This is an optimization exercise on Yosys and OpenROAD, whose aim is small area, a short achievable clock period and few clock cycles per item, not a production implementation. RTL that was checked went through simulation tests only; none was proved equivalent to the original. Power is estimated from default activity; no workload was simulated.

## main
Design j1587_msgdec, start of the top module:
module j1587_msgdec (
    input  wire         clk,
    input  wire         rst,
    input  wire         start,
    input  wire [255:0] frame,
    input  wire [5:0]   frame_len,
    output reg          done,
    output reg  [3:0]   err,
    output reg  [7:0]   mid,
    output reg  [3:0]   nparams,
    output reg  [80:0]  par_pid,    
    output reg  [44:0]  par_pos,    
    output reg  [44:0]  par_dlen    
);
    localparam [3:0] E_NONE      = 4'd0;
    localparam [3:0] E_INV_PID   = 4'd1;
    localparam [3:0] E_INV_LEN   = 4'd3;
    localparam [3:0] E_TOO_LONG  = 4'd6;
    localparam [3:0] E_TRUNC     = 4'd7;
    localparam [3:0] E_CHECKSUM  = 4'd8;
    integer i;
    genvar g;
    reg       busy;          
    reg       wt;            
    reg       quick;         
    reg [4:0] cpos;          
    reg [6:0] dr;            
    reg [3:0] slot;          
    reg [1:0] perr;          
    reg       page2;         
    reg       longr;         
    reg [12:0] csa_q;      
    reg [37:0] csb_q;
    reg       csum_bad_q;
    reg [7:0] pid_r  [0:8];
    reg [4:0] pos_r  [0:8];
    reg [4:0] dlen_r [0:8];
    wire [7:0] b0 = frame[7:0];
    wire [7:0] b1 = frame[15:8];
    wire [7:0] b2 = frame[23:16];
    wire [7:0] b3 = frame[31:24];
    wire [4:0]  len_hgt;     
    wire [4:0]  len_heq;     
    wire [7:0]  len_lgt;     
    wire [31:0] inlen;
    generate
        for (g = 0; g < 5; g = g + 1) begin : g_hi
            assign len_hgt[g] = (frame_len[5:3] > g);
            assign len_heq[g] = (frame_len[5:3] == g);
        end
        for (g = 0; g < 8; g = g + 1) begin : g_lo
            assign len_lgt[g] = (frame_len[2:0] > g);
        end
        for (g = 0; g < 32; g = g + 1) begin : g_in
            assign inlen[g] = len_hgt[g / 8] | (len_heq[g / 8] & len_lgt[g % 8]);
        end
    endgenerate
    wire pg_in = inlen[2] && (b1 == 8'hFF);
    wire [255:0] fm;
    generate
        for (g = 0; g < 32; g = g + 1) begin : g_mask
            if (g < 4) begin : g_keep
                assign fm[8*g +: 8] = frame[8*g +: 8];
  ...
==> flow/config.mk <==
export PLATFORM = sky130hd
export DESIGN_NAME = j1587_msgdec
export DESIGN_NICKNAME = j1587_msgdec
export VERILOG_FILES = /design/flow/design.v
export SDC_FILE = /design/flow/constraint.sdc
export NUM_CORES = 4
export LEC_CHECK = 0
export CAP_MARGIN = 20
export CORE_MARGIN = 2
export CORE_UTILIZATION = 60
export SETUP_SLACK_MARGIN = 3.0
export SLEW_MARGIN = 20
==> flow/constraint.sdc <==
create_clock -name core_clock -period 7.0 [get_ports {clk}]
set_input_delay 1.4000 -clock core_clock [delete_from_list [all_inputs] [get_ports {clk}]]
set_output_delay 1.4000 -clock core_clock [all_outputs]
set_load 0.01 [all_outputs]
standard.sh (not shown) runs the stock make flow with config.mk's settings and CLKGATE_MAP_FILE= SYNTH_SCRIPT=/design/flow/synth_recipe.tcl, a recipe that flattens the netlist after the stock synthesis.
==> flow/flow/run.sh <==
#!/bin/bash
# The standard layout, with plain buffers (buf_1) on the ports instead of
# the flow's default port buffer cell.
export BUFFER_PORTS_ARGS="-buffer_cell sky130_fd_sc_hd__buf_1"
bash standard.sh > standard.log 2>&1
Testbench counts of main, summed over its fixed seeds: cycles 6,133, frames 2,400.
Changes in the feature branch relative to main:
--- a/flow/design.v
+++ b/flow/design.v
@@ -538,27 +538,39 @@
     always @* begin
         lm4 = 7'd0;
         lm5 = 7'd0;
         for (i = 0; i < 64; i = i + 1)
             if (frame_len == i) begin
                 lm4 = i - 4;
                 lm5 = i - 5;
             end
     end
-    wire [20:0] st1 = step(5'd1, b1, b2, lm4);
-    wire [20:0] st2 = step(5'd2, b2, b3, lm5);
-    wire [255:0] frame_l = {frame[255:32], {4{frame[31:24]}}};
-    wire [255:0] frame_n = {8'h00, frame[255:40], {4{frame[39:32]}}};
-    wire [7:0]  lm  = frame_l[{cpos, 3'b000} +: 8];
-    wire [7:0]  nm  = frame_n[{cpos, 3'b000} +: 8];
+    wire [7:0]  l0  = pg_in ? b2 : b1;
+    wire [7:0]  n0  = pg_in ? b3 : b2;
+    wire [20:0] st0 = step({3'b000, pg_in, ~pg_in}, l0, n0, pg_in ? lm5 : lm4);
+    reg [31:0] csel;
+    always @* begin
+        csel = 32'd0;
+        for (i = 0; i < 32; i = i + 1)
+            if (cpos == i) csel[i] = 1'b1;
+    end
+    reg [7:0] lm, nm;
+    always @* begin
+        lm = 8'd0;
+        nm = 8'd0;
+        for (i = 3; i < 31; i = i + 1) begin
+            lm = lm | (frame[8*i +: 8] & {8{csel[i]}});
+            nm = nm | (frame[8*i+8 +: 8] & {8{csel[i]}});
+        end
+    end
     wire [20:0] stm = step(cpos, lm, nm, dr);
-    wire [20:0] s  = start ? (pg_in ? st2 : st1) : stm;
-    wire [7:0]  l  = start ? (pg_in ? b2 : b1) : lm;
+    wire [20:0] s  = start ? st0 : stm;
+    wire [7:0]  l  = start ? l0 : lm;
     wire [3:0]  k  = start ? 4'd0 : slot;
     wire       s_err  = s[20];
     wire [1:0] s_code = s[19:18];
     wire       s_fin  = s[17];
     wire [4:0] s_dl   = s[16:12];
     wire [4:0] s_next = s[11:7];
     wire [6:0] s_dn   = s[6:0];
     wire act  = start | (busy & ~wt);
     wire fin  = act & (s_err | s_fin);
==> notes.md <==
Run status, the feature branch: aborted in global routing, error GRT-0116. In the metrics for the feature branch and main, the one carrying the lower mean post-synth cell area is the feature branch. Going from main to the feature branch, weighted congestion reported at the end of routability-driven placement grew by more than 10%. Compared with main, in the feature branch parity-gate share of the synthesized area counting xor and xnor cells lower; number of primary I/O pins roughly the same; number of setup buffers added after CTS higher. The post-cts repair resize count of the feature branch is higher than that of main. [compare] base=main new=the feature branch: row count -about 1.5%; post-synthesis mux area share -6.9 points; share of synthesized area occupied by flip-flops and latches +1.0 points; mapped cell area -about 3.2%. Delta(synthesized cell count, the feature branch - main) > 0. Placement-stage cell area went down by a few percent going from main to the feature branch. The feature branch vs. main: number of placed instances, taps included barely changed; number of enable-type register cells in the synthesized netlist barely changed.
No functional check of the RTL was part of the feature branch.

========
Setup of T:
j1587_msgdec, a different RTL version from the one above (not shown whole).
Size: roughly 2100 cells after synthesis.
clock: 7.0 ns
lec_check: 0
cap_margin: 20
core_margin: 2
core_utilization: 40
setup_slack_margin: 3.0
slew_margin: 20
==> flow/flow/run.sh <==
#!/bin/bash
# The standard layout, with two changes:
#  - plain buffers (buf_1) on the ports instead of the flow's default port
#    buffer cell;
#  - after the standard synthesis, fixinv.py removes the inverters that
#    synthesis leaves around full adders (choosing, per full adder, whether
#    it takes its inputs complemented); Yosys then proves the new netlist
#    equivalent to synthesis's, and the flow goes on from the new netlist
#    (or from synthesis's own, if anything here fails).
export BUFFER_PORTS_ARGS="-buffer_cell sky130_fd_sc_hd__buf_1"
bash standard.sh synth > synth.log 2>&1 || exit 1
R=orfs/results/sky130hd/j1587_msgdec/base
LIB=$FLOW_HOME/platforms/sky130hd/lib/sky130_fd_sc_hd__tt_025C_1v80.lib
cp $R/1_2_yosys.v synth_netlist.v
if python3 flow/fixinv.py synth_netlist.v fixed_netlist.v > fixinv.log 2>&1; then
  cat > eq.ys <<EOY
read_liberty -ignore_miss_func $LIB
read_verilog synth_netlist.v
rename $FLOW_TOP gold
read_verilog fixed_netlist.v
rename $FLOW_TOP gate
flatten
opt_clean
cd gate
rename -hide w:_* w:fixinv*
cd gold
rename -hide w:_*
cd
equiv_make gold gate equiv
hierarchy -top equiv
equiv_simple -seq 2
equiv_induct
equiv_status -assert
EOY
  if timeout 1200 yosys -q eq.ys > eq.log 2>&1; then
    echo "equivalence proven; using fixed_netlist.v" >> fixinv.log
    cp fixed_netlist.v $R/1_2_yosys.v
    rm -f $R/1_synth.odb $R/1_synth.sdc
  else
    echo "equivalence not proven; using synthesis's netlist" >> fixinv.log
  fi
fi
bash standard.sh > standard.log 2>&1
Other scripts of this flow, unchanged in this note and not shown: flow/flow/fixinv.py
#### Input delta (R over T)
diff --git a/flow/design.v b/flow/design.v
--- a/flow/design.v
+++ b/flow/design.v
@@ -17,24 +17,22 @@
     localparam [3:0] E_INV_LEN   = 4'd3;
     localparam [3:0] E_TOO_LONG  = 4'd6;
     localparam [3:0] E_TRUNC     = 4'd7;
     localparam [3:0] E_CHECKSUM  = 4'd8;
     integer i;
     genvar g;
     reg       busy;          
     reg       wt;            
     reg       quick;         
     reg [4:0] cpos;          
     reg [6:0] dr;            
-    reg [7:0] lr;            
-    reg [7:0] nr;            
     reg [3:0] slot;          
     reg [1:0] perr;          
     reg       page2;         
     reg       longr;         
     reg [12:0] csa_q;      
     reg [37:0] csb_q;
     reg       csum_bad_q;
     reg [7:0] pid_r  [0:8];
     reg [4:0] pos_r  [0:8];
     reg [4:0] dlen_r [0:8];
     wire [7:0] b0 = frame[7:0];
@@ -538,70 +536,79 @@
     endfunction
     reg [6:0] lm4, lm5;
     always @* begin
         lm4 = 7'd0;
         lm5 = 7'd0;
         for (i = 0; i < 64; i = i + 1)
             if (frame_len == i) begin
                 lm4 = i - 4;
                 lm5 = i - 5;
             end
     end
-    wire [20:0] st1 = step(5'd1, b1, b2, lm4);
-    wire [20:0] st2 = step(5'd2, b2, b3, lm5);
-    wire [20:0] stm = step(cpos, lr, nr, dr);
-    wire [20:0] s  = start ? (pg_in ? st2 : st1) : stm;
-    wire [7:0]  l  = start ? (pg_in ? b2 : b1) : lr;
-    wire [4:0]  p  = start ? {3'b000, pg_in, ~pg_in} : cpos;
+    wire [7:0]  l0  = pg_in ? b2 : b1;
+    wire [7:0]  n0  = pg_in ? b3 : b2;
+    wire [20:0] st0 = step({3'b000, pg_in, ~pg_in}, l0, n0, pg_in ? lm5 : lm4);
+    reg [31:0] csel;
+    always @* begin
+        csel = 32'd0;
+        for (i = 0; i < 32; i = i + 1)
+            if (cpos == i) csel[i] = 1'b1;
+    end
+    reg [7:0] lm, nm;
+    always @* begin
+        lm = 8'd0;
+        nm = 8'd0;
+        for (i = 3; i < 31; i = i + 1) begin
+            lm = lm | (frame[8*i +: 8] & {8{csel[i]}});
+            nm = nm | (frame[8*i+8 +: 8] & {8{csel[i]}});
+        end
+    end
+    wire [20:0] stm = step(cpos, lm, nm, dr);
+    wire [20:0] s  = start ? st0 : stm;
+    wire [7:0]  l  = start ? l0 : lm;
     wire [3:0]  k  = start ? 4'd0 : slot;
     wire       s_err  = s[20];
     wire [1:0] s_code = s[19:18];
     wire       s_fin  = s[17];
     wire [4:0] s_dl   = s[16:12];
     wire [4:0] s_next = s[11:7];
     wire [6:0] s_dn   = s[6:0];
-    wire [255:0] frame_l = {frame[255:32], {4{frame[31:24]}}};
-    wire [255:0] frame_n = {8'h00, frame[255:40], {4{frame[39:32]}}};
-    wire [7:0]   lf = frame_l[{s_next, 3'b000} +: 8];
-    wire [7:0]   nf = frame_n[{s_next, 3'b000} +: 8];
     wire act  = start | (busy & ~wt);
     wire fin  = act & (s_err | s_fin);
     wire hold = start & s_fin & ~s_err & inlen[9];
     always @(posedge clk) begin
         mid        <= b0;
         page2      <= pg_in;
         longr      <= inlen[21];
         csa_q      <= csa_d;
         csb_q      <= csb_d;
         csum_bad_q <= csum_bad_d;
         quick      <= start;
         if (rst) begin
             busy <= 1'b0;
             done <= 1'b0;
         end else begin
             busy <= (act & ~fin) | hold;
             done <= (fin & ~hold) | (busy & wt);
         end
         wt <= hold;
         cpos <= s_next;
         dr   <= s_dn;
-        lr   <= lf;
-        nr   <= nf;
         if (act) begin
             slot <= k + 4'd1;
             perr <= s_err ? s_code : 2'd0;
         end
         for (i = 0; i < 9; i = i + 1)
             if (k == i) begin
                 pid_r[i]  <= l;
-                pos_r[i]  <= p;
+                pos_r[i]  <= cpos;
                 dlen_r[i] <= s_dl;
             end
     end
     always @* begin
         case (perr)
             2'd1:    err = E_INV_PID;
             2'd2:    err = E_TRUNC;
             2'd3:    err = E_INV_LEN;
             default: err = (quick ? csum_bad_a : csum_bad_q) ? E_CHECKSUM :
                            (longr ? E_TOO_LONG : E_NONE);
         endcase
Results
- Between T and R, the flow reports maximum frequency from static timing analysis decreasing by a few percent.
- Against T, R comes in 3.8 points higher on global-route usage.
- T → R: worst slack on hold paths -17 ps, total power went up 2.8%, sum of routed wire length over all layers up 2.3 mm.
- The higher register-to-register slack came out of T.
- Setup slack: R less than T
- In the metrics for R and T, the one carrying the lower count of TritonRoute iterations in the first routing pass is R.
- Final cell count: R vs T down 289
- Via count went down by a little under 10% going from T to R.
- T ended up with nr[7]$_DFF_P_ as its end point of the critical path; R ended up with busy$_SDFF_PP0_.
- R: critical path depth in cells is 1 lower than what T reported.
- R does better than T on clock tree skew after final layout.
- Going from T to R, the met1 global-route usage was found to have gone up by 3.5 points.
No run of this note included a check of the RTL's function; only the layout flow was run.

[separate check: timing with driven ports]
In the flow no input, the clock included, has a driving cell. The finished layouts below were timed again as built, in two steps.
Step 1 sets driving cells, clkbuf_16 on the clock port and buf_2 on the other inputs (assumed; they add their load-dependent delay and slew).
Step 2 moves the port delays by t, midway between the first and last clock arrival at a register: inputs arrive t later, outputs are due t later. That takes back most of the time a late clock gives input paths.
Slacks: ideal / step 1 / step 2; pairs: ideal / step 1.
run | t (ns) | slack for setup (ns) | latest minus earliest clock arrival (ns)
main | 0.603 | 2.874 / 2.837 / 2.234 | 0.023 / 0.023
T | 0.629 | 2.879 / 2.819 / 2.190 | 0.030 / 0.030
R | 0.601 | 2.722 / 2.737 / 2.136 | 0.014 / 0.013
After both steps every run listed still meets setup and hold. The setup slack of T, which loses most, moves by -0.060 ns with the drivers and by -0.689 ns with both steps.
